What follows belongs to an exercise in optimizing a design on an open flow for small area; a production flow would make more cautious choices. Only simulation tests tie the RTL to the original design; equivalence was not proved. Power and IR drop assume default switching activity.

### design/flow/run.sh
#!/bin/bash
# synth_recipe.tcl (not shown) runs the flow's synth.tcl, then flattens the netlist and writes it again
# the make line also repeats each setting of config.mk as NAME=value (left out here)
make -C /OpenROAD-flow-scripts/flow DESIGN_CONFIG=/design/flow/config.mk WORK_HOME=/design/flow/orfs CLKGATE_MAP_FILE= SYNTH_SCRIPT=/design/flow/synth_recipe.tcl finish
### design/flow/config.mk
export PLATFORM = sky130hd
export DESIGN_NAME = jbc_cc
export DESIGN_NICKNAME = jbc_cc
export VERILOG_FILES = /design/flow/design.v
export SDC_FILE = /design/flow/constraint.sdc
export NUM_CORES = 4
export LEC_CHECK = 0
export ABC_AREA = 1
export CAP_MARGIN = 20
export CORE_MARGIN = 2
export CORE_UTILIZATION = 50
export CTS_BUF_LIST = sky130_fd_sc_hd__clkbuf_8
export CTS_CLUSTER_DIAMETER = 60
export CTS_CLUSTER_SIZE = 14
export SLEW_MARGIN = 20
### design/flow/constraint.sdc
create_clock -name core_clock -period 48.0 [get_ports {clk}]
set_input_delay 9.6000 -clock core_clock [delete_from_list [all_inputs] [get_ports {clk}]]
set_output_delay 9.6000 -clock core_clock [all_outputs]
set_load 0.01 [all_outputs]
### design/flow/design.v
module jbc_cc (
    input  wire        clk,
    input  wire        rst,
    input  wire        ev_valid,
    input  wire [31:0] ev_word,
    output wire        ev_ready,
    output reg         ev_done,
    output wire        heater,
    output reg         adc_start,
    output reg         enc_wr,
    output wire [15:0] enc_wr_val,
    output wire [15:0] rd_data
);
    localparam [1:0]  M_ACTIVE = 2'd0, M_HOLDER = 2'd1, M_REMOVED = 2'd2, M_DISC = 2'd3;
    localparam [1:0]  K_ZCM = 2'd0, K_RFR = 2'd1, K_TICK = 2'd2, K_ACC = 2'd3;
    localparam [19:0] C_LO  = 20'd523466;
    localparam [19:0] K_FLT = 20'd87937;
    localparam [19:0] K_D10 = 20'd3277;
    function gt16;
        input [15:0] a;
        input [15:0] b;
        integer i;
        reg g;
        begin
            g = 1'b0;
            for (i = 0; i < 16; i = i + 1)
                g = (a[i] & ~b[i]) | (~(a[i] ^ b[i]) & g);
            gt16 = g;
        end
    endfunction
    reg  [3:0]  slot;
    reg  [3:0]  dc;              
    reg  [3:0]  dfc;             
    reg         out_en;
    reg  [1:0]  warmup;
    reg  [6:0]  q;               
    reg  [10:0] err0;            
    reg  [7:0]  integ;           
    reg         tip_removed;
    reg         iron_disc;
    reg         iron_holder;
    reg         runaway;
    reg         blink_phase;
    reg  [1:0]  mode_state;
    reg  [8:0]  backup_sp;
    reg         sp_cap;          
    reg         dsp_cap;         
    reg  [2:0]  hold_periods;
    reg  [6:0]  dq;              
    reg  [3:0]  ddc;             
    reg  [15:0] msring [0:1];
    reg         msph;            
    reg  [8:0]  blink_ms;
    reg  [15:0] kring [0:2];
    reg  [1:0]  kph;             
    reg  [5:0]  cnt;
    reg  [1:0]  kind;
    reg         enc_hi;
    reg  [19:0] H;
    reg  [12:0] M;
    wire idle   = (cnt == 6'd0);
    assign ev_ready = idle;
    wire accept = ev_valid & idle & ~rst;
    wire b_zcm  = ~idle & (kind == K_ZCM);
    wire b_rfr  = ~idle & (kind == K_RFR);
    wire b_tick = ~idle & (kind == K_TICK);
    wire b_acc  = ~idle & (kind == K_ACC);
    wire [3:0] op = ev_word[31:28];
    wire is_zcm  = (op == 4'd1) && (ev_word[27:15] == 13'd0);
    wire is_zcd  = (ev_word == 32'h2000_0000);
    wire is_tick = (ev_word == 32'h3000_0000);
    wire is_rfr  = (op == 4'd4) && (ev_word[27:18] == 10'd0);
    wire is_wrg  = (op == 4'd5) && (ev_word[27:20] == 8'd0);
    wire is_rds  = (op == 4'd6) && (ev_word[27:20] == 8'd0) && (ev_word[15:0] == 16'd0);
    wire is_rst  = (ev_word == 32'h7000_0000);
    wire [3:0] ridx = ev_word[19:16];
    wire r_ring  = (ridx[3:2] == 2'b00 & ridx[1:0] != 2'b11) | (ridx[3:1] == 3'b111);
    wire w_multi = is_wrg & r_ring;
    wire a_multi = (is_rds | is_wrg) & r_ring;
    wire [11:0] z_sample = ev_word[11:0];
    wire acq_fail = ~ev_word[12] | gt16({4'd0, z_sample}, 16'd3500);
    wire slot0    = (slot == 4'd0);
    wire z_eval   = is_zcm & slot0 & ~acq_fail;
    wire        r_neg   = ev_word[15];
    wire        r_big   = ~ev_word[15] & gt16({1'b0, ev_word[14:0]}, 16'd4500);
    wire [1:0]  r_mode  = tip_removed ? M_REMOVED :
                          ev_word[17] ? M_DISC    :
                          ev_word[16] ? M_HOLDER  : M_ACTIVE;
    wire        bsp_gt150 = gt16({7'd0, backup_sp}, 16'd150);
    wire        sp_sel    = idle ? ((ridx == 4'd8) & sp_cap) | ((ridx == 4'd10) & dsp_cap) : sp_cap;
    wire [8:0]  sp_val    = (sp_sel & bsp_gt150) ? 9'd150 : backup_sp;
    assign heater     = out_en & ~slot0 & ~gt16({12'd0, slot}, {12'd0, dc});
    assign enc_wr_val = enc_hi ? 16'd4500 : 16'd0;
    assign rd_data    = H[15:0];
    wire [15:0] status = {3'd0, (hold_periods != 3'd0), mode_state, warmup,
                          blink_phase, 1'b0, runaway, iron_holder, iron_disc,
                          tip_removed, out_en, heater};
    wire [6:0] rq   = (idle & ridx[3]) ? dq : q;
    wire [7:0] r5q_hi;
    rca #(.W(8)) u_r5q (.a({1'b0, rq}), .b({3'd0, rq[6:2]}), .ci(1'b0),
                        .s(r5q_hi), .co());
    wire [9:0] r5q = {r5q_hi, rq[1:0]};
    wire [3:0] rdc  = (ridx == 4'd5) ? dc : (ridx == 4'd6) ? dfc : ddc;
    wire [4:0] rx5_hi;
    rca #(.W(5)) u_rx5 (.a({1'b0, rdc}), .b({3'd0, rdc[3:2]}), .ci(1'b0),
                        .s(rx5_hi), .co());
    wire [7:0] rx10 = {rx5_hi[4:0], rdc[1:0], 1'b0};
    reg [12:0] rsel;
    always @(*) begin
        case (ridx)
            4'd3:  rsel = {9'd0, slot};
            4'd4:  rsel = status[12:0];
            4'd5:  rsel = {5'd0, rx10};
            4'd6:  rsel = {5'd0, rx10};
            4'd12: rsel = {5'd0, rx10};
            4'd13: rsel = {10'd0, hold_periods};
            default: rsel = 13'd0;
        endcase
    end
    wire i_hi = ~H[11] & gt16({5'd0, H[10:0]}, 16'd100);
    wire i_lo =  H[11] & ~gt16({5'd0, H[10:0]}, 16'd1947);
    wire [7:0] integ_new = i_hi ? 8'd100 : i_lo ? 8'h9c : H[7:0];
    wire [10:0] pid_dec;
    assign pid_dec[0] = (cnt == 6'd27) | (cnt == 6'd30) | (cnt == 6'd33) | (cnt == 6'd36) | (cnt == 6'd39) | (cnt == 6'd42) | (cnt == 6'd45) | (cnt == 6'd48) | (cnt == 6'd51) | (cnt == 6'd54) | (cnt == 6'd57) | (cnt == 6'd60);
    assign pid_dec[1] = (cnt == 6'd28) | (cnt == 6'd31) | (cnt == 6'd34) | (cnt == 6'd37) | (cnt == 6'd40) | (cnt == 6'd43) | (cnt == 6'd46) | (cnt == 6'd49) | (cnt == 6'd52) | (cnt == 6'd55) | (cnt == 6'd58) | (cnt == 6'd61);
    assign pid_dec[2] = (cnt == 6'd29) | (cnt == 6'd30) | (cnt == 6'd31) | (cnt == 6'd35) | (cnt == 6'd36) | (cnt == 6'd37) | (cnt == 6'd41) | (cnt == 6'd42) | (cnt == 6'd43) | (cnt == 6'd47) | (cnt == 6'd48) | (cnt == 6'd49) | (cnt == 6'd50) | (cnt == 6'd51) | (cnt == 6'd52) | (cnt == 6'd53) | (cnt == 6'd54) | (cnt == 6'd55) | (cnt == 6'd56) | (cnt == 6'd57) | (cnt == 6'd58) | (cnt == 6'd59) | (cnt == 6'd60) | (cnt == 6'd61);
    assign pid_dec[3] = (cnt == 6'd32) | (cnt == 6'd33) | (cnt == 6'd34) | (cnt == 6'd35) | (cnt == 6'd36) | (cnt == 6'd37) | (cnt == 6'd44) | (cnt == 6'd45) | (cnt == 6'd46) | (cnt == 6'd47) | (cnt == 6'd48) | (cnt == 6'd49) | (cnt == 6'd50) | (cnt == 6'd51) | (cnt == 6'd52) | (cnt == 6'd53) | (cnt == 6'd54) | (cnt == 6'd55) | (cnt == 6'd56) | (cnt == 6'd57) | (cnt == 6'd58) | (cnt == 6'd59) | (cnt == 6'd60) | (cnt == 6'd61);
    assign pid_dec[4] = (cnt == 6'd38) | (cnt == 6'd39) | (cnt == 6'd40) | (cnt == 6'd41) | (cnt == 6'd42) | (cnt == 6'd43) | (cnt == 6'd44) | (cnt == 6'd45) | (cnt == 6'd46) | (cnt == 6'd47) | (cnt == 6'd48) | (cnt == 6'd49) | (cnt == 6'd50) | (cnt == 6'd51) | (cnt == 6'd52) | (cnt == 6'd53) | (cnt == 6'd54) | (cnt == 6'd55) | (cnt == 6'd56) | (cnt == 6'd57) | (cnt == 6'd58) | (cnt == 6'd59) | (cnt == 6'd60) | (cnt == 6'd61);
    assign pid_dec[5] = (cnt == 6'd29) | (cnt == 6'd30) | (cnt == 6'd31) | (cnt == 6'd35) | (cnt == 6'd36) | (cnt == 6'd37) | (cnt == 6'd41) | (cnt == 6'd42) | (cnt == 6'd43) | (cnt == 6'd47) | (cnt == 6'd48) | (cnt == 6'd49) | (cnt == 6'd53) | (cnt == 6'd54) | (cnt == 6'd55);
    assign pid_dec[6] = (cnt == 6'd32) | (cnt == 6'd33) | (cnt == 6'd34) | (cnt == 6'd35) | (cnt == 6'd36) | (cnt == 6'd37) | (cnt == 6'd44) | (cnt == 6'd45) | (cnt == 6'd46) | (cnt == 6'd47) | (cnt == 6'd48) | (cnt == 6'd49) | (cnt == 6'd56) | (cnt == 6'd57) | (cnt == 6'd58) | (cnt == 6'd59) | (cnt == 6'd60) | (cnt == 6'd61);
    assign pid_dec[7] = (cnt == 6'd38) | (cnt == 6'd39) | (cnt == 6'd40) | (cnt == 6'd41) | (cnt == 6'd42) | (cnt == 6'd43) | (cnt == 6'd44) | (cnt == 6'd45) | (cnt == 6'd46) | (cnt == 6'd47) | (cnt == 6'd48) | (cnt == 6'd49);
    assign pid_dec[8] = (cnt == 6'd50) | (cnt == 6'd51) | (cnt == 6'd52) | (cnt == 6'd53) | (cnt == 6'd54) | (cnt == 6'd55) | (cnt == 6'd56) | (cnt == 6'd57) | (cnt == 6'd58) | (cnt == 6'd59) | (cnt == 6'd60) | (cnt == 6'd61);
    assign pid_dec[9] = (cnt == 6'd59) | (cnt == 6'd60) | (cnt == 6'd61);
    assign pid_dec[10] = (cnt == 6'd26) | (cnt == 6'd27) | (cnt == 6'd28) | (cnt == 6'd29) | (cnt == 6'd30) | (cnt == 6'd31) | (cnt == 6'd32) | (cnt == 6'd33) | (cnt == 6'd34) | (cnt == 6'd35) | (cnt == 6'd36) | (cnt == 6'd37) | (cnt == 6'd38) | (cnt == 6'd39) | (cnt == 6'd40) | (cnt == 6'd41) | (cnt == 6'd42) | (cnt == 6'd43) | (cnt == 6'd44) | (cnt == 6'd45) | (cnt == 6'd46) | (cnt == 6'd47) | (cnt == 6'd48) | (cnt == 6'd49) | (cnt == 6'd50) | (cnt == 6'd51) | (cnt == 6'd52) | (cnt == 6'd53) | (cnt == 6'd54) | (cnt == 6'd55) | (cnt == 6'd56) | (cnt == 6'd57) | (cnt == 6'd58) | (cnt == 6'd59) | (cnt == 6'd60) | (cnt == 6'd61);
    wire       p_neg = pid_dec[9];
    wire [3:0] p_ei  = pid_dec[8:5];
    wire [2:0] p_ii  = pid_dec[4:2];
    wire [1:0] p_ts  = pid_dec[1:0];
    wire s_12   = (cnt == 6'd12), s_13 = (cnt == 6'd13), s_14 = (cnt == 6'd14);
    wire s_21   = (cnt == 6'd21), s_22 = (cnt == 6'd22), s_23 = (cnt == 6'd23);
    wire s_24   = (cnt == 6'd24), s_25 = (cnt == 6'd25), s_26 = (cnt == 6'd26);
    wire s_62   = (cnt == 6'd62);
    wire c_div  = (cnt[5:1] == 5'b00111) | ((cnt[5:3] == 3'b010) & ~(cnt[2] & (cnt[1] | cnt[0])));   
    wire z_div  = b_zcm & c_div;
    wire c_mac  = ((cnt[5:4] == 2'd0) & (cnt[3:2] != 2'b11)) | s_12;    
    wire z_mac  = b_zcm & c_mac;
    wire z_pid  = b_zcm & pid_dec[10];
    wire p_kp = z_pid & (kph == 2'd0);
    wire p_ki = z_pid & (kph == 2'd1);
    wire p_kd = z_pid & (kph == 2'd2);
    wire p_end = z_pid & (p_ts == 2'd2);
    wire [19:0] err0_x = {{9{err0[10]}}, err0};
    wire e_bit = err0[p_ei];
    wire i_bit = s_26 ? integ_new[0] : integ[p_ii];
    wire m_kp  = p_kp & e_bit;
    wire m_ki  = p_ki & i_bit;
    wire m_kd  = p_kd & M[0];
    wire rd_any = idle & is_rds;
    wire k_clo  = idle & ~is_rds & ~is_rfr & ~is_wrg;
    wire k_word = idle & (is_wrg | (is_rds & r_ring));
    wire k_rsel = rd_any & ~r_ring;
    wire a_isms  = H[19];
    wire a_at0   = a_isms ? (msph == H[16]) : (kph == H[17:16]);
    wire a_at1   = a_isms ? (msph != H[16]) : (kph == (H[17:16] == 2'd0 ? 2'd2 : H[17:16] - 2'd1));
    wire a_rd    = b_acc & (cnt == 6'd1) & a_at0;
    wire a_wr    = b_acc & (cnt == 6'd2) & a_at1;
    wire t_go    = b_tick & (cnt == 6'd1) & ~msph;
    wire k_ms    = t_go | (b_tick & (cnt == 6'd2)) | (a_rd & a_isms);
    wire k_d10  = b_rfr & M[0];
    wire k_flt  = z_mac & M[0];
    wire k_q9   = b_zcm & s_13;
    wire k_sp   = (b_zcm & s_21) |
                  (rd_any & (ridx[3:2] == 2'b10) & (ridx[1:0] != 2'b11));
    wire k_q5   = (b_zcm & s_22) | (rd_any & (ridx[1:0] == 2'b11) & (ridx[3] ^ ridx[2]));    
    wire k_e    = b_zcm & (s_23 | s_25);
    wire k_i    = b_zcm & s_24;
    wire [19:0] div_k = ({20{s_14}}          & 20'd78336)
                      | ({20{cnt == 6'd15}}  & 20'd40960)
                      | ({20{cnt == 6'd16}}  & 20'd20480)
                      | ({20{cnt == 6'd17}}  & 20'd10240)
                      | ({20{cnt == 6'd18}}  & 20'd5120)
                      | ({20{cnt == 6'd19}}  & 20'd2560)
                      | ({20{cnt == 6'd20}}  & 20'd1280);
    wire k_ring = m_kp | m_ki | m_kd | (a_rd & ~a_isms);
    wire [19:0] d_k =
          ({20{k_clo}}  & C_LO)
        | ({20{k_word}} & ev_word[19:0])
        | ({20{k_rsel}} & {7'd0, rsel})
        | ({20{k_ms}}   & {4'd0, msring[0]})
        | ({20{k_d10}}  & K_D10)
        | ({20{k_flt}}  & K_FLT)
        | ({20{k_q9}}   & {4'd0, q, 9'd0})
        | ({20{k_sp}}   & {11'd0, sp_val})
        | ({20{k_q5}}   & {10'd0, r5q})
        | ({20{k_e}}    & err0_x)
        | ({20{k_i}}    & {{12{integ[7]}}, integ})
        | ({20{z_div}}  & div_k)
        | ({20{k_ring}} & {4'd0, kring[0]});
    wire d_neg   = (b_zcm & (s_14 | s_22 | s_23)) | (z_div & ~H[19]) | (p_neg & (m_kp | m_ki | m_kd));
    wire d_load  = idle | t_go | (b_tick & (cnt == 6'd2)) | a_rd | (b_zcm & (s_21 | s_24 | s_26));
    wire d_shift = b_rfr | z_mac | p_end;
    wire d_cin   = d_neg | t_go | (b_tick & (cnt == 6'd2) & H[16]);
    wire [19:0] k_x  = d_neg ? ~d_k : d_k;
    wire [19:0] h_in = d_load ? 20'd0 : H;
    wire [20:0] sum;
    rca #(.W(21)) u_add (.a({h_in[19], h_in}), .b({k_x[19], k_x}), .ci(d_cin),
                         .s(sum), .co());
    wire [5:0] r_t;                                   
    rca #(.W(6)) u_rt (.a(~H[5:0]), .b(6'd0), .ci(1'b1), .s(r_t), .co());
    wire [8:0] r_t5;                                 
    rca #(.W(7)) u_rt10 (.a({1'b0, r_t}), .b({3'd0, r_t[5:2]}), .ci(1'b0),
                         .s(r_t5[8:2]), .co());
    assign r_t5[1:0] = {r_t[1:0]};
    wire run_far  = ~gt16({5'd0, H[10:0]}, 16'd2002);    
    wire runaway_new = H[10] & (run_far | gt16({6'd0, r_t5, 1'b0}, {7'd0, sp_val}));
    wire        u_neg  = H[19];
    wire        u_zero = (H == 20'd0) && (M[12:1] == 12'd0);
    wire        u_big  = (H[18:2] != 17'd0) || (H[1] & H[0]);
    wire [15:0] u_8    = {5'd0, H[1:0], M[12:4]};
    wire [3:0]  u_div  = gt16(u_8, 16'd1249) ? 4'd10 :
                         gt16(u_8, 16'd1124) ? 4'd9  :
                         gt16(u_8, 16'd999)  ? 4'd8  :
                         gt16(u_8, 16'd874)  ? 4'd7  :
                         gt16(u_8, 16'd749)  ? 4'd6  :
                         gt16(u_8, 16'd624)  ? 4'd5  :
                         gt16(u_8, 16'd499)  ? 4'd4  :
                         gt16(u_8, 16'd374)  ? 4'd3  :
                         gt16(u_8, 16'd249)  ? 4'd2  :
                         gt16(u_8, 16'd124)  ? 4'd1  : 4'd0;
    wire [3:0]  dc_new = (u_neg | u_zero) ? 4'd0 : u_big ? 4'd10 : u_div;
    wire [4:0]  dsum;
    rca #(.W(4)) u_dsum (.a(dc_new), .b(dfc), .ci(1'b0), .s(dsum[3:0]), .co(dsum[4]));
    wire [8:0]  r_raw    = enc_wr ? (enc_hi ? 9'd450 : 9'd0) : H[10:2];
    wire        r_change = (r_raw != backup_sp);
    wire [5:0] cnt_inc;
    rca #(.W(6)) u_cnt (.a(cnt), .b(6'd0), .ci(1'b1), .s(cnt_inc), .co());
    wire [3:0] slot_inc;
    rca #(.W(4)) u_slot (.a(slot), .b(4'd0), .ci(1'b1), .s(slot_inc), .co());
    wire [8:0] blink_inc;
    rca #(.W(9)) u_blk (.a(blink_ms), .b(9'd0), .ci(1'b1), .s(blink_inc), .co());
    wire last = a_rd | a_wr | (b_tick & (cnt == 6'd3)) | (b_rfr & (cnt == 6'd14)) | (b_zcm & s_62);
    wire stall = (b_acc & ~a_rd & ~a_wr) | (b_tick & (cnt == 6'd1) & msph);
    always @(posedge clk) begin
        H <= d_shift ? sum[20:1] : sum[19:0];
        if (idle)
            M <= ev_word[12:0];
        else if (d_shift)
            M <= {sum[0], M[12:1]};
        else if (b_zcm & s_24)
            M <= H[12:0];
        if (idle) begin
            enc_wr    <= is_rfr & (r_neg | r_big);
            enc_hi    <= r_big;
            adc_start <= is_zcm & slot0;
            kind      <= is_rfr  ? K_RFR :
                         is_tick ? K_TICK :
                         a_multi ? K_ACC : K_ZCM;
        end
    end
    wire k_wr  = a_wr & ~a_isms;
    wire ms_wr = (a_wr & a_isms) | (b_tick & ((cnt == 6'd2) | (cnt == 6'd3)));
    wire ring_rst = rst | (accept & is_rst);
    reg  rpend;
    always @(posedge clk) begin
        if (ring_rst) begin
            kring[0]  <= 16'd170;
            kph       <= 2'd0;
            msring[0] <= 16'd0;
            msph      <= 1'b0;
            rpend     <= 1'b1;
        end else begin
            kring[0]  <= k_wr ? H[15:0] :
                         rpend ? (kph[0] ? 16'd50 : 16'd15) : kring[1];
            kph       <= (kph == 2'd2) ? 2'd0 : kph + 2'd1;
            msring[0] <= ms_wr ? H[15:0] : rpend ? 16'd0 : msring[1];
            msph      <= ~msph;
            if (kph[0])
                rpend <= 1'b0;
        end
        kring[1]  <= kring[2];
        kring[2]  <= kring[0];
        msring[1] <= msring[0];
    end
    always @(posedge clk) begin
        if (rst || (accept && is_rst)) begin
            ev_done      <= accept & ~rst;
            cnt          <= 6'd0;
            slot         <= 4'd0;
            dc           <= 4'd0;
            dfc          <= 4'd0;
            out_en       <= 1'b0;
            warmup       <= 2'd0;
            q            <= 7'd0;
            err0         <= 11'd0;
            integ        <= 8'd0;
            tip_removed  <= 1'b0;
            iron_disc    <= 1'b0;
            iron_holder  <= 1'b0;
            runaway      <= 1'b0;
            blink_phase  <= 1'b0;
            mode_state   <= M_ACTIVE;
            backup_sp    <= 9'd0;
            sp_cap       <= 1'b0;
            dsp_cap      <= 1'b0;
            hold_periods <= 3'd0;
            dq           <= 7'd0;
            ddc          <= 4'd0;
            blink_ms     <= 9'd0;
        end else if (idle) begin
            ev_done <= accept & ~z_eval & ~is_rfr & ~is_tick & ~a_multi;
            if (accept) begin
                if (is_zcm && slot0) begin
                    iron_disc   <= ev_word[13];
                    iron_holder <= ev_word[14];
                    tip_removed <= acq_fail;
                    if (acq_fail) begin
                        runaway <= 1'b0;
                        out_en  <= 1'b0;
                        dc      <= 4'd0;
                        dfc     <= 4'd0;
                    end else begin
                        cnt <= 6'd1;
                    end
                end
                if (is_zcd)
                    slot <= (slot == 4'd10) ? 4'd0 : slot_inc;
                if (is_tick) begin
                    cnt <= 6'd1;
                    if (blink_ms == 9'd499) begin
                        blink_ms    <= 9'd0;
                        blink_phase <= ~blink_phase;
                        if (hold_periods != 3'd0)
                            hold_periods <= hold_periods - 3'd1;
                    end else begin
                        blink_ms <= blink_inc;
                    end
                end
                if (is_rfr) begin
                    cnt        <= 6'd1;
                    sp_cap     <= ev_word[16];
                    mode_state <= r_mode;
                    dq         <= q;
                    ddc        <= r_mode[1] ? 4'd0 : dfc;
                end
                if (a_multi)
                    cnt <= is_wrg ? 6'd2 : 6'd1;
            end
        end else begin
            cnt     <= last ? 6'd0 : stall ? cnt : cnt_inc;
            ev_done <= last;
            if (b_rfr & last) begin
                backup_sp <= r_raw;
                if (r_change)
                    hold_periods <= 3'd4;
                dsp_cap <= (mode_state == M_HOLDER) && !r_change && (hold_periods == 3'd0);
            end
            if (b_zcm) begin
                if (z_div)
                    q <= {q[5:0], ~sum[20]};
                if (s_23) begin
                    runaway <= runaway_new;
                    err0    <= H[10:0];
                end
                if (s_26)
                    integ <= integ_new;
                if (s_62) begin
                    if (iron_disc) begin
                        dc  <= 4'd0;
                        dfc <= 4'd0;
                    end else begin
                        dc  <= dc_new;
                        dfc <= dsum[4:1];
                    end
                    if (warmup != 2'd3)
                        warmup <= warmup + 2'd1;
                    out_en <= ~iron_disc & (warmup == 2'd3) & ~runaway;
                end
            end
        end
    end
endmodule
module rca #(parameter W = 8) (
    input  wire [W-1:0] a,
    input  wire [W-1:0] b,
    input  wire         ci,
    output wire [W-1:0] s,
    output wire         co
);
    wire [W:0] c;
    assign c[0] = ci;
    genvar i;
    generate
        for (i = 0; i < W; i = i + 1) begin : g_fa
            assign s[i]   = a[i] ^ b[i] ^ c[i];
            assign c[i+1] = (a[i] & b[i]) | (c[i] & (a[i] ^ b[i]));
        end
    endgenerate
    assign co = c[W];
endmodule
==> impl_metrics.tcl, run 1 <==
set metrics [dict create \
    status "complete, no violations" \
    synth-edff-count 18 \
    portBuffers 60 \
    drt_iter0_drc 1604 \
    die_w_um 163.0 \
    wl_mm 45.17 \
    crit_slowest_cell "o21ai_0" \
    worstSetupStartpoint "ev_word[8]" \
    cp.arrival_ns 19.89 \
    stdcell_count 2134 \
    area_growth_pct 9.567 \
    grt_pass1_wl_mm 68.84 \
    critPathKind "in2reg" \
    vias 12360 \
    p_per_area_nw_per_um2 24.94 \
    ir_worst_vdd_uv 28.35 \
    grt_max_degree 55 \
    p_int_mw 0.2527 \
    drcViolationCount 0 \
    grt_pass1_vias 11540 \
    hp-start "kring[2][4]$_DFF_P_" \
    finalHoldViolCount 0 \
    slew-limit-headroom 0.2353 \
    crit_path_frequent_cell "fa_1" \
    synth.most_common_cell "nand2_1" \
    clk_latency_ns 0.58 \
    grt_use_total 0.3422 \
    power.share.clock 0.410 \
    async_flop_share 0 \
    p_seq_frac 0.529 \
    ant_nets 0 \
    ctsHoldBuffers 0 \
    yosys.area.top_type "dfxtp_1" \
    place_ws_ns 28.13 \
    cts_buffers 25 \
    gr-total-overflow 0 \
    min_period_over_period 0.4055 \
    cts_resized 0 \
    cts.clk_slew.worst_paths_ns 0.09 \
    cts_tree "built" \
    place_inst 2091 \
    ys_top_cells_by_count "nand2_1 (359), inv_1 (241), dfxtp_1 (193), nor2_1 (151), a21oi_1 (139)" \
    p_leak_nw 5.839 \
    ys.warnings.count 3 \
    placed_cell_area_um2 13300 \
    wl_per_cell_um 21.16 \
    start_kind "input pin" \
    synth_area_um2 12630 \
    drive_gt1_frac 0.04767 \
    ys_ff_latch 211 \
    cts_root_buf "clkbuf_8" \
    die_h_um 163.0 \
    r2r_cells 50 \
    htreeDepth 1 \
    fillers 2489 \
    antenna_found_initial 0 \
    final_area_um2 13840 \
    critPathMaxStageDelay_ns 0.52 \
    worstMarginPinSlew_ns 1.144 \
    cts_sinks 211 \
    synth_ff_type "dfxtp_1" \
    rsz0062_at_grt "false" \
    yosys.cell_types.count 62 \
    worstHoldPathCells 0 \
    min_path_type "reg2reg" \
    tns_ns 0 \
    yosysTopAreaCellShare 0.3058 \
    power.share.switching 0.2682 \
    final.setup.worst_slack_ns 28.54 \
    fin_crit_ns 19.46 \
    fp.coreArea_um2 24960 \
    die_area_um2 26550 \
    synthTopCellsByArea "dfxtp_1 (31%), nand2_1 (11%), inv_1 (7.2%)" \
    start_util 0.5061 \
    fin_skew_ns 0.03972 \
    gp_congestion 1.013 \
    reg2reg_from "cnt[1]$_SDFFE_PP0P_" \
    vias_per_cell 5.792 \
    cp_max_fo 6 \
    hpwlAfterDp_mm 34.87 \
    drtPass1Iterations 7 \
    seq_area_frac_synth 0.3486 \
    pin_count 72 \
    setup_viol 0 \
    critPathCaptureType "flip-flop" \
    cap_violations 0 \
    postSynthCellCount 1759 \
    p_comb_frac 0.061 \
    cts_setup_buffers 0 \
    syn_avg_cell_area_um2 7.182 \
    nets 1906 \
    clock_tree.buffer_depth 3 \
    rows 58 \
    drv_slew 0 \
    antennaDiodeCount 0 \
    fmax_mhz 51.38 \
    switchingPower_mw 0.09259 \
    cp.required_ns 48.42 \
]
-- through the flow --
stage | hold WS [ns] | total power, mW | utilization
after floorplan | 0.3096 | 0.1983 | -
after global placement | 0.3095 | 0.2071 | 0.5328
after detailed placement | 0.3121 | 0.2071 | 0.5328
after CTS | 0.3322 | 0.3460 | 0.5545
after global routing | 0.3381 | 0.3547 | 0.5545
final | 0.3315 | 0.3453 | 0.5545
-- registers in the layout, summed over array words and instances, names as in the netlist, 4 cells and up --
register,flops
H,20
M,13
backup_sp,9
blink_ms,9
cnt,6
dc,4
ddc,4
dfc,4
dq,7
err0,11
integ,8
kring,48
msring,32
q,7
slot,4
-- power groups by stage --
stage | Sequential (mW) | Combinational, mW | Clock [mW]
2_1_floorplan | 0.186 | 0.0124 | 0
3_3_place_gp | 0.187 | 0.0205 | 0
3_5_place_dp | 0.187 | 0.0205 | 0
4_1_cts | 0.183 | 0.0207 | 0.143
5_1_grt | 0.183 | 0.0230 | 0.149
6_report | 0.183 | 0.0210 | 0.142
-- cell usage in the layout (no fill, tap or decap), types with 13 or more instances in the layout --
| master | netlist | final |
|---|---|---|
| dfxtp_1 | 193 | 193 |
| o2111ai_1 | 13 | 13 |
| o21ai_0 | 136 | 136 |
| nor4_1 | 18 | 18 |
| o22ai_1 | 18 | 18 |
| clkdlybuf4s50_1 | 0 | 60 |
| buf_4 | 35 | 13 |
| fa_1 | 31 | 31 |
| nand4_1 | 21 | 21 |
| a211oi_1 | 29 | 29 |
| a21oi_1 | 139 | 138 |
| nand3_1 | 99 | 99 |
| inv_1 | 241 | 244 |
| nor3_1 | 46 | 46 |
| edfxtp_1 | 18 | 18 |
| ha_1 | 52 | 52 |
| clkbuf_8 | 0 | 26 |
| nor2_1 | 151 | 151 |
| nand2_1 | 359 | 359 |
| o211ai_1 | 13 | 13 |
-- final timing paths --
path,to,slack (ns)
setup / recovery,H[18]$_DFF_P_,28.54
hold / removal,kring[1][4]$_DFF_P_,0.33
setup reg to reg,H[18]$_DFF_P_,36.70
hold reg to reg,kring[1][4]$_DFF_P_,0.33
-- layout make-up --
| class | instances | area (um^2) | share of cell area |
|---|---|---|---|
| clock inverters | 17 | 182.7 | 0.01320 |
| well taps | 330 | 412.9 | 0.02983 |
| repair buffers | 73 | 698.2 | 0.05044 |
| flip-flops and latches | 211 | 4404 | 0.3182 |
| clock buffers | 26 | 357.8 | 0.02585 |
| multi-input cells | 1226 | 6842 | 0.4943 |
| inverters | 251 | 944.7 | 0.06825 |
-- kinds of logic after synthesis --
logic type / count (synthesis) / share of synthesized area
adder cells (fa/ha/maj): 83 / 0.1006
other: 1 / 0.0002968
buffers and inverters: 332 / 0.1137
AO/OA/AOI/OAI: 396 / 0.1810
flip-flops: 211 / 0.3486
multiplexers: 2 / 0.001585
AND/OR/NAND/NOR: 726 / 0.2486
XOR/XNOR: 8 / 0.005546
-- critical path, delay by kind of cell --
| kind | cells | cell delay, ns |
|---|---|---|
| adder cells (fa/ha/maj) | 20 | 6.56 |
| AND/OR/NAND/NOR | 11 | 1.68 |
| buffers and inverters | 12 | 1.29 |
| AO/OA/AOI/OAI | 3 | 0.75 |
-- routing by layer --
metal  vias to the layer above  global-route usage  routed length, um
li1                       5888                   -                  -
met1                      5804              0.4876              20000
met2                       565              0.5300              19470
met3                       103             0.04762               3851
met4                         0              0.1235               1848
met5                         -                   0                  0
==> run 2, diff against run 1 <==
--- a/design/flow/design.v
+++ b/design/flow/design.v
@@ -112,6 +112,8 @@
             4'd4:  rsel = status[12:0];
             4'd5:  rsel = {5'd0, rx10};
             4'd6:  rsel = {5'd0, rx10};
+            4'd7:  rsel = {3'd0, r5q};
+            4'd11: rsel = {3'd0, r5q};
             4'd12: rsel = {5'd0, rx10};
             4'd13: rsel = {10'd0, hold_periods};
             default: rsel = 13'd0;
@@ -171,7 +173,7 @@
     wire k_q9   = b_zcm & s_13;
     wire k_sp   = (b_zcm & s_21) |
                   (rd_any & (ridx[3:2] == 2'b10) & (ridx[1:0] != 2'b11));
-    wire k_q5   = (b_zcm & s_22) | (rd_any & (ridx[1:0] == 2'b11) & (ridx[3] ^ ridx[2]));    
+    wire k_q5   = b_zcm & s_22;
     wire k_e    = b_zcm & (s_23 | s_25);
     wire k_i    = b_zcm & s_24;
     wire [19:0] div_k = ({20{s_14}}          & 20'd78336)
@@ -260,26 +262,24 @@
     wire k_wr  = a_wr & ~a_isms;
     wire ms_wr = (a_wr & a_isms) | (b_tick & ((cnt == 6'd2) | (cnt == 6'd3)));
     wire ring_rst = rst | (accept & is_rst);
-    reg  rpend;
     always @(posedge clk) begin
         if (ring_rst) begin
-            kring[0]  <= 16'd170;
-            kph       <= 2'd0;
+            kring[0] <= 16'd170;
+            kring[1] <= 16'd15;
+            kring[2] <= 16'd50;
+            kph      <= 2'd0;
             msring[0] <= 16'd0;
-            msph      <= 1'b0;
-            rpend     <= 1'b1;
+            msring[1] <= 16'd0;
+            msph     <= 1'b0;
         end else begin
-            kring[0]  <= k_wr ? H[15:0] :
-                         rpend ? (kph[0] ? 16'd50 : 16'd15) : kring[1];
-            kph       <= (kph == 2'd2) ? 2'd0 : kph + 2'd1;
-            msring[0] <= ms_wr ? H[15:0] : rpend ? 16'd0 : msring[1];
-            msph      <= ~msph;
-            if (kph[0])
-                rpend <= 1'b0;
+            kring[0] <= k_wr ? H[15:0] : kring[1];
+            kring[1] <= kring[2];
+            kring[2] <= kring[0];
+            kph      <= (kph == 2'd2) ? 2'd0 : kph + 2'd1;
+            msring[0] <= ms_wr ? H[15:0] : msring[1];
+            msring[1] <= msring[0];
+            msph     <= ~msph;
         end
-        kring[1]  <= kring[2];
-        kring[2]  <= kring[0];
-        msring[1] <= msring[0];
     end
     always @(posedge clk) begin
         if (rst || (accept && is_rst)) begin
==> design/flow/config.mk (replaced) <==
export PLATFORM = sky130hd
export DESIGN_NAME = jbc_cc
export DESIGN_NICKNAME = jbc_cc
export VERILOG_FILES = /design/flow/design.v
export SDC_FILE = /design/flow/constraint.sdc
export NUM_CORES = 4
export LEC_CHECK = 0
export ABC_AREA = 1
export CAP_MARGIN = 20
export CORE_MARGIN = 2
export CORE_UTILIZATION = 40
export SLEW_MARGIN = 20
==> run 2 against run 1 <==
Compared with the run above: wire length decreased by 0.84%; synthesized area increased by 1.7%; cell count increased by 6.8%; power increased by 140%; worst setup slack got worse by 0.48 ns; critical path depth decreased by 8; sequential cell count decreased by 1; non-clock buffer count decreased by 4; still clean on timing, DRC and antenna; largest power group is now combinational cells.
==> impl_metrics.tcl, run 2 <==
set metrics [dict create \
    mostFrequentLayoutCells "nand2_1 (361), inv_1 (282), nor2_1 (205), dfxtp_1 (192), o21ai_0 (145)" \
    drv_slew 0 \
    crit_path_frequent_cell "fa_1" \
    slew-limit-headroom 0.3134 \
    placed_cell_area_um2 13590 \
    fmax_mhz 50.15 \
    start_util 0.4071 \
    synthTopCellsByArea "dfxtp_1 (30%), nand2_1 (11%), inv_1 (8.2%)" \
    p_leak_nw 6.223 \
    critPathCaptureType "flip-flop" \
    power.share.switching 0.4505 \
    grt_pass1_wl_mm 68.40 \
    start_kind "input pin" \
    p_int_mw 0.4616 \
    die_h_um 183.2 \
    vias 12400 \
    synth.most_common_cell "nand2_1" \
    p_seq_frac 0.291 \
    worstMarginPinSlew_ns 1.004 \
    grt_use_total 0.2666 \
    crit_slowest_cell "clkdlybuf4s50_1" \
    rows 65 \
    reg.largest.list "kring x48, msring x32, H x20" \
    htreeDepth 1 \
    top_register "kring" \
    finalHoldViolCount 0 \
    status "complete, no violations" \
    ctsHoldBuffers 0 \
    mostFrequentLayoutCell "nand2_1" \
    yosys.cell_types.count 62 \
    r2r_cells 44 \
    min_path_type "reg2reg" \
    stdcell_count 2279 \
    gp_congestion 0.9606 \
    ir_worst_vdd_uv 30.75 \
    drcViolationCount 0 \
    nets 1972 \
    gr-total-overflow 0 \
    drive_gt1_frac 0.04795 \
    antennaDiodeCount 0 \
    clock_tree.buffer_depth 3 \
    ant_nets 0 \
    cts_setup_buffers 0 \
    wl_mm 44.79 \
    yosys.area.top_type "dfxtp_1" \
    postSynthCellCount 1838 \
    path_depth 38 \
    multiInputGateArea_um2 6919 \
    p_per_area_nw_per_um2 58.20 \
    setup_viol 0 \
    fin_skew_ns 0.02169 \
    ys.warnings.count 3 \
    yosysTopAreaCellShare 0.2992 \
    cts_buffers 25 \
    p_comb_frac 0.478 \
    drtPass1Iterations 6 \
    switchingPower_mw 0.3785 \
    die_area_um2 33560 \
    cts_root_buf "clkbuf_16" \
    ys_ff_latch 210 \
    ys_top_cells_by_count "nand2_1 (363), inv_1 (282), nor2_1 (206), dfxtp_1 (192), o21ai_0 (145)" \
    syn_avg_cell_area_um2 6.988 \
    fin_crit_ns 19.94 \
    worst-path-buf-inv 6 \
    holdWs_ns 0.4037 \
    cts_tree "built" \
    fillers 3286 \
    cp.arrival_ns 20.33 \
    largest_reg_flops 48 \
    tns_ns 0 \
    rsz0062_at_grt "false" \
    cp.required_ns 48.39 \
    synth-edff-count 18 \
    cts.clk_slew.worst_paths_ns 0.06 \
    fp.coreArea_um2 31560 \
    min_period_over_period 0.4155 \
    register_area_um2 4384 \
    cap_violations 0 \
    area_growth_pct 12.39 \
    pin_count 72 \
    vias_per_cell 5.440 \
    crit_family "adder cells" \
    synth_ff_type "dfxtp_1" \
    critPathKind "in2reg" \
    drt_iter0_drc 1152 \
    synth_area_um2 12840 \
    clk_latency_ns 0.53 \
    worstHoldPathCells 1 \
    portBuffers 60 \
    die_w_um 183.2 \
    cts_sinks 210 \
    final_area_um2 14440 \
    place_inst 2234 \
    grt_pass1_vias 11770 \
    cts_resized 0 \
    power.share.clock 0.232 \
    critPathMaxStageDelay_ns 0.50 \
    wl_per_cell_um 19.65 \
    async_flop_share 0 \
    cp_max_fo 6 \
    grt_max_degree 78 \
    antenna_found_initial 0 \
    hpwlAfterDp_mm 34.56 \
    final_util 0.4575 \
    seq_area_frac_synth 0.3413 \
]
run 2: changes by cell type in the layout (fill, tap and decap cells not counted), sizes merged, moves of 6 or more:
cell / before / now
o21ai: 144 / 150
o2111ai: 13 / 7
clkinv: 3 / 10
a21oi: 140 / 133
nand3: 100 / 77
nor3: 46 / 39
nor4: 19 / 9
xor2: 5 / 12
inv: 260 / 292
nor2: 156 / 213
clkbuf: 26 / 41
run 2: stage by stage:
stage / total power, mW / setup slack (ns)
finish: 0.8401 / 28.06
global route: 0.9054 / 27.53
CTS: 0.8372 / 28.19
detailed placement: 0.6417 / 27.66
global placement: 0.6404 / 27.88
floorplan: 0.5120 / 29.03
run 2: kinds of logic (layout without fill, tap and decap cells):
family                     count (synthesis)  after routing  share of synthesized area
DFF                                      210            210                     0.3413
other                                      1             11                  0.0002919
xor gates and xnor gates                  16             16                    0.01091
muxes                                      2              2                   0.001559
and+or+nand+nor                          749            749                     0.2472
adders and majority gates                 78             78                    0.09410
AOI/OAI and AO/OA                        398            398                     0.1807
buffers and inverters                    384            413                     0.1239
run 2: path summary, 6_finish.rpt:
path                               start  slack (ns)                      to
setup / recovery              ev_word[0]       28.06           H[19]$_DFF_P_
hold reg to reg   kring[2][1]$_SDFF_PP1_        0.40  kring[1][1]$_SDFF_PP1_
setup reg to reg            H[0]$_DFF_P_       35.87           H[19]$_DFF_P_
hold / removal    kring[2][1]$_SDFF_PP1_        0.40  kring[1][1]$_SDFF_PP1_
run 2: power groups by stage:
stage	Clock (mW)	Combinational [mW]	Sequential [mW]
6_report	0.195	0.401	0.244
5_1_grt	0.204	0.455	0.246
4_1_cts	0.197	0.397	0.243
3_5_place_dp	0	0.395	0.247
3_3_place_gp	0	0.394	0.247
2_1_floorplan	0	0.286	0.226
run 2: metal layers:
metal  share of wire  vias to the layer above  global-route usage
li1                -                     6014                   -
met1            0.44                     5799              0.3540
met2            0.45                      491              0.4336
met3           0.081                       93             0.05461
met4           0.035                        0             0.08768
met5               0                        -                   0
run 2: area by class of cell:
class,count,area share
Multi-Input combinational cell,1254,0.4793
Clock buffer,41,0.05452
Tap cell,402,0.03484
Clock inverter,4,0.003640
Sequential cell,210,0.3037
Timing Repair Buffer,69,0.04628
Inverter,299,0.07774
run 2: worst register-to-register path: cells and delay by family, from the launching register on:
| kind | cells | cell delay, ns |
|---|---|---|
| AO/OA/AOI/OAI | 2 | 0.17 |
| flip-flops | 1 | 0.75 |
| buffers and inverters | 6 | 1.06 |
| AND/OR/NAND/NOR | 14 | 1.72 |
| adder cells (fa/ha/maj) | 22 | 8.28 |
==> run 3, diff against run 2 <==
--- a/design/flow/design.v
+++ b/design/flow/design.v
@@ -112,8 +112,6 @@
             4'd4:  rsel = status[12:0];
             4'd5:  rsel = {5'd0, rx10};
             4'd6:  rsel = {5'd0, rx10};
-            4'd7:  rsel = {3'd0, r5q};
-            4'd11: rsel = {3'd0, r5q};
             4'd12: rsel = {5'd0, rx10};
             4'd13: rsel = {10'd0, hold_periods};
             default: rsel = 13'd0;
@@ -173,7 +171,7 @@
     wire k_q9   = b_zcm & s_13;
     wire k_sp   = (b_zcm & s_21) |
                   (rd_any & (ridx[3:2] == 2'b10) & (ridx[1:0] != 2'b11));
-    wire k_q5   = b_zcm & s_22;
+    wire k_q5   = (b_zcm & s_22) | (rd_any & (ridx[1:0] == 2'b11) & (ridx[3] ^ ridx[2]));    
     wire k_e    = b_zcm & (s_23 | s_25);
     wire k_i    = b_zcm & s_24;
     wire [19:0] div_k = ({20{s_14}}          & 20'd78336)
@@ -262,24 +260,26 @@
     wire k_wr  = a_wr & ~a_isms;
     wire ms_wr = (a_wr & a_isms) | (b_tick & ((cnt == 6'd2) | (cnt == 6'd3)));
     wire ring_rst = rst | (accept & is_rst);
+    reg  rpend;
     always @(posedge clk) begin
         if (ring_rst) begin
-            kring[0] <= 16'd170;
-            kring[1] <= 16'd15;
-            kring[2] <= 16'd50;
-            kph      <= 2'd0;
+            kring[0]  <= 16'd170;
+            kph       <= 2'd0;
             msring[0] <= 16'd0;
-            msring[1] <= 16'd0;
-            msph     <= 1'b0;
+            msph      <= 1'b0;
+            rpend     <= 1'b1;
         end else begin
-            kring[0] <= k_wr ? H[15:0] : kring[1];
-            kring[1] <= kring[2];
-            kring[2] <= kring[0];
-            kph      <= (kph == 2'd2) ? 2'd0 : kph + 2'd1;
-            msring[0] <= ms_wr ? H[15:0] : msring[1];
-            msring[1] <= msring[0];
-            msph     <= ~msph;
+            kring[0]  <= k_wr ? H[15:0] :
+                         rpend ? (kph[0] ? 16'd50 : 16'd15) : kring[1];
+            kph       <= (kph == 2'd2) ? 2'd0 : kph + 2'd1;
+            msring[0] <= ms_wr ? H[15:0] : rpend ? 16'd0 : msring[1];
+            msph      <= ~msph;
+            if (kph[0])
+                rpend <= 1'b0;
         end
+        kring[1]  <= kring[2];
+        kring[2]  <= kring[0];
+        msring[1] <= msring[0];
     end
     always @(posedge clk) begin
         if (rst || (accept && is_rst)) begin
==> design/flow/flow/run.sh (new file) <==
#!/bin/bash
# Own layout flow: the standard ORFS flow (standard.sh) with two changes:
#  - synthesis uses flow/my_synth.tcl, which is synth_recipe.tcl with the ABC
#    mapping script replaced by flow/area.abc (area-oriented mapping without
#    ABC's buffering and upsizing); registers and their names are unchanged;
#  - port buffering uses sky130_fd_sc_hd__buf_1 cells (every port still gets
#    a buffer).
# Every tool's output goes to flow.log in this folder (ORFS also keeps its
# per-step logs under orfs/logs).
set -euo pipefail
here=$(pwd)
cp config.mk own_config.mk
echo 'export BUFFER_PORTS_ARGS = -buffer_cell sky130_fd_sc_hd__buf_1' >> own_config.mk
sed -e "s#SYNTH_SCRIPT=[^ ]*#SYNTH_SCRIPT=$here/flow/my_synth.tcl#" \
    -e "s#DESIGN_CONFIG=[^ ]*#DESIGN_CONFIG=$here/own_config.mk#" standard.sh > own_standard.sh
export MY_ABC_SCRIPT=$here/flow/area.abc
bash own_standard.sh finish > flow.log 2>&1
test -f out/final.def
==> design/flow/flow/area.abc (new file) <==
strash
ifraig
scorr
dc2
strash
dch -f
map -a
topo
dnsize -c
==> design/flow/flow/my_synth.tcl (new file) <==
proc synth {args} { yosys synth -nofsm -noshare {*}$args }
proc abc {args} {
  set i [lsearch -exact $args -script]
  if { $i >= 0 && [info exists ::env(MY_ABC_SCRIPT)] } {
    set args [lreplace $args [expr {$i+1}] [expr {$i+1}] $::env(MY_ABC_SCRIPT)]
  }
  yosys abc {*}$args
}
source $::env(SCRIPTS_DIR)/synth.tcl
# left out here: clear keep_hierarchy, flatten, clean up, hide names made inside functions, write 1_2_yosys.v
==> design/flow/standard.sh (new file) <==
#!/bin/bash
# synth_recipe.tcl (not shown) runs the flow's synth.tcl, then flattens the netlist and writes it again
# the make line also repeats each setting of config.mk as NAME=value (left out here)
make -C /OpenROAD-flow-scripts/flow DESIGN_CONFIG=/design/flow/config.mk WORK_HOME=/design/flow/orfs CLKGATE_MAP_FILE= SYNTH_SCRIPT=/design/flow/synth_recipe.tcl "${@:-finish}"
removed: design/flow/run.sh
==> run 3 against run 2 <==
Compared with the run above: still clean on timing, DRC and antenna; synthesized cell count is 16% lower; die area shrank 7.4%; clock power about the same; clock skew decreased by 0.0084 ns; fmax increased by 2.8%; via count fell by 6.5%; highest routed layer is now met5.
==> impl_metrics.tcl, run 3 <==
set metrics [dict create \
    status "complete, no violations" \
    cts_setup_buffers 0 \
    gp_congestion 0.9836 \
    cts_sinks 211 \
    critPathMaxStageDelay_ns 0.50 \
    wl_per_cell_um 21.19 \
    yosysTopAreaCellShare 0.3253 \
    top_register "kring" \
    min_path_type "reg2reg" \
    antenna_found_initial 1 \
    drive_gt1_frac 0.04189 \
    worstMarginPinSlew_ns 1.081 \
    cp.arrival_ns 19.79 \
    ff2ff_setup_slack_ns 36.22 \
    drv_slew 0 \
    ys_ff_latch 211 \
    synth_ff_type "dfxtp_1" \
    ir_worst_vdd_uv 35.79 \
    synthTopCellsByArea "dfxtp_1 (33%), clkinv_1 (7.1%), nand2_1 (6.7%)" \
    ant_nets 0 \
    grt_max_degree 61 \
    fmax_mhz 51.55 \
    r2r-end "H[19]$_DFF_P_" \
    largest_reg_flops 48 \
    ys.warnings.count 3 \
    setup_viol 0 \
    antennaDiodeCount 0 \
    postSynthCellCount 1553 \
    rsz0062_at_grt "false" \
    cts.clk_slew.worst_paths_ns 0.06 \
    wl_mm 43.16 \
    finalHoldViolCount 0 \
    p_leak_nw 4.638 \
    start_kind "input pin" \
    yosys.area.top_type "dfxtp_1" \
    critPathKind "in2reg" \
    clock_tree.buffer_depth 3 \
    portBuffers 60 \
    cts_tree "built" \
    die_w_um 176.3 \
    htreeDepth 1 \
    holdWs_ns 0.3186 \
    wl_met3_mm 3.927 \
    drcViolationCount 0 \
    tns_ns 0 \
    vias_per_cell 5.688 \
    ctsHoldBuffers 0 \
    mostFrequentLayoutCell "clkinv_1" \
    min_period_over_period 0.4041 \
    rows 63 \
    slew-limit-headroom 0.2607 \
    clk_latency_ns 0.53 \
    fin_skew_ns 0.01333 \
    hp-start "kring[2][9]$_DFF_P_" \
    critPathCaptureType "flip-flop" \
    reg2reg_from "cnt[0]$_SDFFE_PP0P_" \
    reg.largest.list "kring x48, msring x32, H x20" \
    pin_count 72 \
    final_util 0.4536 \
    seq_area_frac_synth 0.3708 \
    crit_slowest_cell "nor2_1" \
    synth_area_um2 11880 \
    vias 11590 \
    met2WireLength_mm 18.43 \
    gr-total-overflow 0 \
    grt_pass1_vias 10970 \
    p_per_area_nw_per_um2 61.46 \
    async_flop_share 0 \
    area_growth_pct 12.31 \
    place_ws_ns 28.18 \
    holdPathEnd "kring[1][9]$_DFF_P_" \
    synth.most_common_cell "clkinv_1" \
    cts_resized 0 \
    die_area_um2 31090 \
    crit_path_frequent_cell "fa_1" \
    hpwlAfterDp_mm 33.02 \
    start_util 0.4039 \
    cap_violations 0 \
    drtPass1Iterations 6 \
    ys_top_cells_by_count "clkinv_1 (226), nand2_1 (213), dfxtp_1 (193), nor2_1 (193), a21oi_1 (155)" \
    worstHoldPathCells 0 \
    mostFrequentLayoutCells "clkinv_1 (225), nand2_1 (212), dfxtp_1 (193), nor2_1 (192), a21oi_1 (154)" \
    grt_pass1_wl_mm 65.90 \
    syn_avg_cell_area_um2 7.647 \
    fp.coreArea_um2 29400 \
    yosys.cell_types.count 47 \
    cp.required_ns 48.39 \
    wl_met1_mm 19.03 \
    cts_buffers 24 \
    grt_use_total 0.2783 \
    fin_crit_ns 19.40 \
    top_layer_used "met5" \
    cts_root_buf "clkbuf_16" \
    cp_max_fo 6 \
    drt_iter0_drc 1282 \
    final.setup.worst_slack_ns 28.60 \
    nets 1747 \
    die_h_um 176.3 \
    synth-edff-count 18 \
    r2r_cells 47 \
]
-- run 3: routing by layer --
| metal | GRT usage | vias to the layer above |
|---|---|---|
| met1 | 0.3962 | 5438 |
| met5 | 0 | - |
| met3 | 0.05103 | 110 |
| met4 | 0.1071 | 2 |
| li1 | - | 5480 |
| met2 | 0.4176 | 557 |
-- run 3: cells by family (layout without fill, tap and decap cells) --
| logic type | after synthesis | in the layout | synth area share |
|---|---|---|---|
| other | 1 | 11 | 0.0003158 |
| AOI/OAI and AO/OA | 408 | 408 | 0.2060 |
| xor gates and xnor gates | 26 | 26 | 0.01917 |
| adders and majority gates | 83 | 83 | 0.1070 |
| DFF | 211 | 211 | 0.3708 |
| and+or+nand+nor | 559 | 559 | 0.1987 |
| muxes | 7 | 7 | 0.006321 |
| buffers and inverters | 258 | 342 | 0.09166 |
-- run 3: power breakdown --
part           total, mW  leakage, nW  switching (mW)  internal [mW]
Sequential         0.252         1.75          0.0404          0.212
Clock              0.192        0.398          0.0785          0.114
Combinational      0.375         2.49           0.244          0.132
Total              0.820         4.64           0.363          0.457
-- run 3: worst max path at each step --
stage / slack (ns) / cells past startpoint / endpoint / start
after floorplan: 28.71 / 41 / H[18]$_DFF_P_ / ev_word[23]
after global placement: 28.41 / 44 / H[19]$_DFF_P_ / ev_word[23]
after detailed placement: 28.18 / 44 / H[19]$_DFF_P_ / ev_word[23]
after CTS: 28.70 / 44 / H[19]$_DFF_P_ / ev_word[23]
after global routing: 28.00 / 44 / H[18]$_DFF_P_ / ev_word[23]
final: 28.60 / 44 / H[19]$_DFF_P_ / ev_word[3]
-- run 3: stage by stage --
stage | area, um^2 | power [mW] | std cells
after floorplan | 11910 | 0.5099 | 1563
after global placement | 12510 | 0.6173 | 1993
after detailed placement | 12510 | 0.6199 | 1993
after CTS | 13340 | 0.8153 | 2037
after global routing | 13340 | 0.8815 | 2037
final | 13340 | 0.8198 | 2037
-- run 3: cell type report --
class / count / area [um^2]
fillers: 2982 / 16060
multi-input cells: 1094 / 6455
clock buffers: 32 / 703.2
well taps: 390 / 488.0
inverters: 226 / 848.3
clock inverters: 12 / 123.9
repair buffers: 72 / 315.3
flip-flops and latches: 211 / 4404
-- run 3: worst max-delay path: cells and delay by family --
family                   cells  cell delay, ns
AO/OA/AOI/OAI                3            0.40
XOR/XNOR                     1            0.21
adder cells (fa/ha/maj)     20            6.61
buffers and inverters       13            1.21
AND/OR/NAND/NOR              7            1.75
==> run 4, diff against run 3 <==
--- a/design/flow/config.mk
+++ b/design/flow/config.mk
@@ -8,5 +8,9 @@
 export ABC_AREA = 1
 export CAP_MARGIN = 20
 export CORE_MARGIN = 2
-export CORE_UTILIZATION = 40
+export CORE_UTILIZATION = 50
+export CTS_BUF_LIST = sky130_fd_sc_hd__clkbuf_8
+export CTS_CLUSTER_DIAMETER = 60
+export CTS_CLUSTER_SIZE = 14
+export GPL_TIMING_DRIVEN = 0
 export SLEW_MARGIN = 20
==> run 4 against run 3 <==
Compared with the run above: hold slack better by 0.012 ns; cell count fell by 2.1%; critical path type unchanged; cell area decreased by 0.48%; still clean on timing, DRC and antenna; highest routed layer is now met4; critical endpoint unchanged; clock power is 26% lower.
==> impl_metrics.tcl, run 4 <==
set metrics [dict create \
    status "complete, no violations" \
    wl_mm 40.68 \
    min_path_type "reg2reg" \
    die_w_um 158.1 \
    start_util 0.5075 \
    setup_viol 0 \
    worstHoldPathCells 0 \
    seq_area_frac_synth 0.3708 \
    grt_pass1_vias 10420 \
    place_inst 1952 \
    fp.coreArea_um2 23400 \
    cts_root_buf "clkbuf_8" \
    mostFrequentLayoutCells "clkinv_1 (225), nand2_1 (212), dfxtp_1 (193), nor2_1 (191), a21oi_1 (154)" \
    synth_ff_type "dfxtp_1" \
    wl_per_cell_um 20.40 \
    cts_sinks 211 \
    worstMarginPinSlew_ns 1.047 \
    grt_use_total 0.3254 \
    p_int_mw 0.4215 \
    ir_worst_vdd_uv 31.57 \
    tns_ns 0 \
    reg.largest.list "kring x48, msring x32, H x20" \
    place_ws_ns 27.69 \
    critPathCaptureType "flip-flop" \
    slew-limit-headroom 0.2992 \
    cp.required_ns 48.46 \
    ctsHoldBuffers 0 \
    cts_tree "built" \
    power.share.clock 0.182 \
    synth_area_um2 11880 \
    cts_setup_buffers 0 \
    ant_nets 0 \
    clk_latency_ns 0.59 \
    r2r_cells 56 \
    yosysTopAreaCellShare 0.3253 \
    syn_avg_cell_area_um2 7.647 \
    gr-total-overflow 0 \
    final.setup.worst_slack_ns 28.14 \
    mostFrequentLayoutCell "clkinv_1" \
    finalHoldViolCount 0 \
    fin_crit_ns 19.86 \
    cp_max_fo 9 \
    fin_skew_ns 0.02677 \
    htreeDepth 1 \
    largest_reg_flops 48 \
    grt_pass1_wl_mm 61.07 \
    gp_congestion 0.9792 \
    die_h_um 158.1 \
    drive_gt1_frac 0.06030 \
    holdWs_ns 0.3306 \
    cp.arrival_ns 20.32 \
    rsz0062_at_grt "false" \
    ys_ff_latch 211 \
    rows 56 \
    synth.most_common_cell "clkinv_1" \
    p_comb_frac 0.500 \
    antennaDiodeCount 0 \
    top_register "kring" \
    cts_resized 0 \
    antenna_found_initial 0 \
    postSynthCellCount 1553 \
    switchingPower_mw 0.3618 \
    nets 1778 \
    critPathMaxStageDelay_ns 0.53 \
    ys_top_cells_by_count "clkinv_1 (226), nand2_1 (213), dfxtp_1 (193), nor2_1 (193), a21oi_1 (155)" \
    drt_iter0_drc 1146 \
    p_per_area_nw_per_um2 59.01 \
    vias 11500 \
    ys.warnings.count 3 \
    crit_path_frequent_cell "fa_1" \
    pin_count 72 \
    async_flop_share 0 \
    power.share.switching 0.4619 \
    fmax_mhz 50.36 \
    yosys.area.top_type "dfxtp_1" \
    hpwlAfterDp_mm 31.33 \
    critPathKind "in2reg" \
    min_period_over_period 0.4137 \
    cts_buffers 25 \
    drcViolationCount 0 \
    die_area_um2 25000 \
    drv_slew 0 \
    vias_per_cell 5.766 \
    synth-edff-count 18 \
    p_seq_frac 0.318 \
    start_kind "input pin" \
    crit_slowest_cell "nor4_1" \
    final_util 0.5672 \
    yosys.cell_types.count 47 \
    stdcell_count 1994 \
    synthTopCellsByArea "dfxtp_1 (33%), clkinv_1 (7.1%), nand2_1 (6.7%)" \
    clock_tree.buffer_depth 3 \
    area_growth_pct 11.77 \
    cts.clk_slew.worst_paths_ns 0.09 \
    grt_max_degree 85 \
    p_leak_nw 4.688 \
    drtPass1Iterations 6 \
    portBuffers 60 \
    cap_violations 0 \
]
## run 4: worst paths after layout
| kind | start | endpoint | slack, ns |
|---|---|---|---|
| worst min-delay path | kring[2][11]$_DFF_P_ | kring[1][11]$_DFF_P_ | 0.33 |
| worst min register to register | kring[2][11]$_DFF_P_ | kring[1][11]$_DFF_P_ | 0.33 |
| worst max-delay path | ev_word[23] | H[19]$_DFF_P_ | 28.14 |
| worst max register to register | cnt[1]$_SDFFE_PP0P_ | H[19]$_DFF_P_ | 35.69 |
## run 4: cell families after synthesis
kind of cell / share of synthesized area
and+or+nand+nor: 0.1987
AOI/OAI and AO/OA: 0.2060
buffers and inverters: 0.09166
DFF: 0.3708
adders and majority gates: 0.1070
xor gates and xnor gates: 0.01917
muxes: 0.006321
other: 0.0003158
## run 4: metrics by stage
step	power [mW]	instance area, um^2
global placement	0.6256	12540
floorplan	0.5099	11910
detailed placement	0.6376	12730
CTS	0.7809	13270
global route	0.8392	13270
finish	0.7832	13270
## run 4: layout make-up
type | count | area (um^2)
clock buffer | 26 | 357.8
fill | 2326 | 10130
inverter | 226 | 853.3
clock inverter | 16 | 185.2
multi-input combinational | 1094 | 6465
timing repair buffer | 70 | 369.1
sequential | 211 | 4404
tap | 319 | 399.1
buffer | 32 | 240.2
## run 4: power by group through the flow
stage	Clock (mW)	Sequential (mW)	Combinational (mW)
after floorplan	0	0.234	0.275
after CTS	0.145	0.249	0.387
final	0.143	0.249	0.392
after global routing	0.150	0.252	0.437
after global placement	0	0.253	0.373
after detailed placement	0	0.252	0.385
## run 4: per-layer routing
| layer | wire, um | GRT usage | up-vias |
|---|---|---|---|
| li1 | - | - | 5544 |
| met2 | 17460 | 0.4901 | 542 |
| met1 | 18040 | 0.4628 | 5313 |
| met4 | 1879 | 0.1399 | 0 |
| met5 | 0 | 0 | - |
| met3 | 3297 | 0.05037 | 99 |
## run 4: worst max-delay path: cells and delay by family
kind	cells	cell delay, ns
simple gates	6	1.93
xor+xnor	1	0.25
compound gates	5	0.71
fa+ha+maj	20	6.76
buf+inv	12	1.06
==> run 5, diff against run 4 <==
--- a/design/flow/design.v
+++ b/design/flow/design.v
@@ -50,7 +50,7 @@
     reg  [3:0]  ddc;             
     reg  [15:0] msring [0:1];
     reg         msph;            
-    reg  [8:0]  blink_ms;
+    reg  [8:0]  blink_ms;        
     reg  [15:0] kring [0:2];
     reg  [1:0]  kph;             
     reg  [5:0]  cnt;
@@ -236,8 +236,8 @@
     rca #(.W(6)) u_cnt (.a(cnt), .b(6'd0), .ci(1'b1), .s(cnt_inc), .co());
     wire [3:0] slot_inc;
     rca #(.W(4)) u_slot (.a(slot), .b(4'd0), .ci(1'b1), .s(slot_inc), .co());
-    wire [8:0] blink_inc;
-    rca #(.W(9)) u_blk (.a(blink_ms), .b(9'd0), .ci(1'b1), .s(blink_inc), .co());
+    localparam [8:0] B_FIRST = 9'h1ff, B_LAST = 9'h1de;
+    wire [8:0] blink_inc = {blink_ms[7:0], blink_ms[8] ^ blink_ms[4]};
     wire last = a_rd | a_wr | (b_tick & (cnt == 6'd3)) | (b_rfr & (cnt == 6'd14)) | (b_zcm & s_62);
     wire stall = (b_acc & ~a_rd & ~a_wr) | (b_tick & (cnt == 6'd1) & msph);
     always @(posedge clk) begin
@@ -305,7 +305,7 @@
             hold_periods <= 3'd0;
             dq           <= 7'd0;
             ddc          <= 4'd0;
-            blink_ms     <= 9'd0;
+            blink_ms     <= B_FIRST;
         end else if (idle) begin
             ev_done <= accept & ~z_eval & ~is_rfr & ~is_tick & ~a_multi;
             if (accept) begin
@@ -326,8 +326,8 @@
                     slot <= (slot == 4'd10) ? 4'd0 : slot_inc;
                 if (is_tick) begin
                     cnt <= 6'd1;
-                    if (blink_ms == 9'd499) begin
-                        blink_ms    <= 9'd0;
+                    if (blink_ms == B_LAST) begin
+                        blink_ms    <= B_FIRST;
                         blink_phase <= ~blink_phase;
                         if (hold_periods != 3'd0)
                             hold_periods <= hold_periods - 3'd1;
--- a/design/flow/config.mk
+++ b/design/flow/config.mk
@@ -12,5 +12,4 @@
 export CTS_BUF_LIST = sky130_fd_sc_hd__clkbuf_8
 export CTS_CLUSTER_DIAMETER = 60
 export CTS_CLUSTER_SIZE = 14
-export GPL_TIMING_DRIVEN = 0
 export SLEW_MARGIN = 20
==> run 5 against run 4 <==
Compared with the run above: critical path depth fell by 1; critical endpoint unchanged; power decreased by 4.4%; utilization is 1.7 points lower; critical path type unchanged; register-to-register slack better by 0.67 ns; via count is 0.99% higher; wire length up 3.8%.
==> impl_metrics.tcl, run 5 <==
set metrics [dict create \
    die_w_um 157.6 \
    ys_top_cells_by_count "nand2_1 (243), clkinv_1 (224), dfxtp_1 (193), nor2_1 (187), a21oi_1 (173)" \
    rows 56 \
    cp.arrival_ns 20.05 \
    synth_area_um2 11790 \
    cts_setup_buffers 0 \
    cp_max_fo 8 \
    worst-path-buf-inv 12 \
    cts_root_buf "clkbuf_8" \
    min_path_type "reg2reg" \
    wl_per_cell_um 21.38 \
    start_kind "input pin" \
    mostFrequentLayoutCells "nand2_1 (242), clkinv_1 (223), dfxtp_1 (193), nor2_1 (185), a21oi_1 (173)" \
    vias_per_cell 5.882 \
    reg.largest.list "kring x48, msring x32, H x20" \
    synth_ff_type "dfxtp_1" \
    yosys.cell_types.count 41 \
    fin_skew_ns 0.02839 \
    cap_violations 0 \
    die_h_um 157.6 \
    largest_reg_flops 48 \
    synth-edff-count 18 \
    gp_congestion 1.016 \
    top_register "kring" \
    fin_crit_ns 19.60 \
    setup_viol 0 \
    p_leak_nw 4.438 \
    drcViolationCount 0 \
    synthTopCellsByArea "dfxtp_1 (33%), nand2_1 (7.7%), a21oi_1 (7.3%)" \
    grt-busiest-layer "met2" \
    synth.most_common_cell "nand2_1" \
    r2r_cells 50 \
    min_period_over_period 0.4083 \
    portBuffers 60 \
    drv_slew 0 \
    ctsHoldBuffers 0 \
    yosysTopAreaCellShare 0.3277 \
    critPathKind "in2reg" \
    clk_latency_ns 0.57 \
    cts_sinks 211 \
    place_inst 1936 \
    grt_max_degree 68 \
    gr-total-overflow 0 \
    ys_ff_latch 211 \
    yosys.area.top_type "dfxtp_1" \
    cts.clk_slew.worst_paths_ns 0.09 \
    wl_mm 42.20 \
    finalHoldViolCount 0 \
    worstHoldPathCells 0 \
    nets 1753 \
    grt_pass1_vias 10730 \
    tns_ns 0 \
    area_growth_pct 8.820 \
    grtUsageMet2 0.5525 \
    use_met3 0.05341 \
    ant_nets 0 \
    critPathMaxStageDelay_ns 0.57 \
    crit_path_frequent_cell "fa_1" \
    cts_resized 0 \
    r2r-end "H[19]$_DFF_P_" \
    ys.warnings.count 3 \
    rsz0062_at_grt "false" \
    crit_slowest_cell "nor4_1" \
    pin_count 72 \
    reg2reg_from "cnt[0]$_SDFFE_PP0P_" \
    grt.met1_usage 0.4817 \
    status "complete, no violations" \
    mostFrequentLayoutCell "nand2_1" \
    drive_gt1_frac 0.04111 \
    grt_use_total 0.3449 \
    seq_area_frac_synth 0.3736 \
]
==> run 5: changes by cell type after synthesis, sizes merged, moves of 7 or more <==
cell	change
a211oi	-13
a21oi	+18
o211ai	+10
nand3	+14
ha	-7
nand2	+30
a22oi	-7
o21ai	-11
==> run 5: cells by family (layout without fill, tap and decap cells) <==
logic type / count (synthesis) / count (layout) / share of synthesized area
DFF: 211 / 211 / 0.3736
xor gates and xnor gates: 26 / 26 / 0.01932
other: 1 / 12 / 0.0003181
buffers and inverters: 256 / 338 / 0.09170
adders and majority gates: 76 / 76 / 0.1004
and+or+nand+nor: 584 / 584 / 0.2066
AOI/OAI and AO/OA: 400 / 400 / 0.2008
muxes: 8 / 8 / 0.007217
==> run 5: final cells by class <==
class	count	area [um^2]	area share
Timing Repair Buffer	77	352.8	0.02750
Clock buffer	25	344.1	0.02682
Clock inverter	12	120.1	0.009363
Antenna cell	1	2.502	0.0001951
Multi-Input combinational cell	1105	6365	0.4961
Sequential cell	211	4404	0.3433
Inverter	224	840.8	0.06554
Tap cell	319	399.1	0.03111
==> run 5: worst max-delay path by stage <==
stage	from	to	slack [ns]	depth (start not counted)
final	ev_word[21]	H[19]$_DFF_P_	28.40	43
after global routing	ev_word[21]	H[18]$_DFF_P_	27.62	43
after CTS	ev_word[21]	H[19]$_DFF_P_	28.53	43
after detailed placement	ev_word[21]	H[19]$_DFF_P_	28.00	43
after global placement	ev_word[15]	H[19]$_DFF_P_	28.06	43
after floorplan	ev_word[21]	H[18]$_DFF_P_	28.88	42
==> run 5: routing by layer <==
layer / wire [um] / part of all wire / vias to the layer above
li1: - / - / 5501
met1: 18690 / 0.44 / 5539
met2: 18910 / 0.45 / 482
met3: 3305 / 0.078 / 90
met4: 1297 / 0.031 / 0
met5: 0 / 0 / -
==> run 5: report_power, final <==
group | switching [mW] | total [mW] | internal (mW)
clock | 0.0708 | 0.127 | 0.0558
combinational | 0.242 | 0.371 | 0.129
sequential | 0.0414 | 0.251 | 0.210
==> run 5: through the flow <==
stage | setup slack (ns) | total power [mW] | instance area (um^2) | util | hold WS, ns
2_1_floorplan | 28.88 | 0.5069 | 11830 | - | 0.3096
3_3_place_gp | 28.06 | 0.6172 | 12360 | 0.5296 | 0.3099
3_5_place_dp | 28.00 | 0.6189 | 12360 | 0.5298 | 0.3132
4_1_cts | 28.53 | 0.7458 | 12830 | 0.5497 | 0.3240
5_1_grt | 27.62 | 0.8081 | 12830 | 0.5497 | 0.3317
6_report | 28.40 | 0.7484 | 12830 | 0.5498 | 0.3226

## port drivers added, routing unchanged
How much do the figures lean on ideal ports? The routed layouts below were timed once more, with nothing changed but the port constraints.
Step 1, drivers: a clkbuf_16 drives clk and a buf_2 each remaining input, both assumed.
Step 2 also shifts input and output timing later by t, the mid clock arrival at the registers, as if the neighbouring blocks saw the same clock.
a / b / c = ideal ports / drivers / drivers and shift; a / b = the first two.
| run | t (ns) | slack for setup (ns) |
|---|---|---|
| run 1 | 0.609 | 28.538 / 28.557 / 27.948 |
| run 2 | 0.571 | 28.058 / 28.080 / 27.509 |
| run 3 | 0.574 | 28.601 / 28.626 / 28.052 |
| run 4 | 0.626 | 28.143 / 28.170 / 27.544 |
| run 5 | 0.603 | 28.401 / 28.428 / 27.825 |
After both steps every run listed still meets setup and hold.
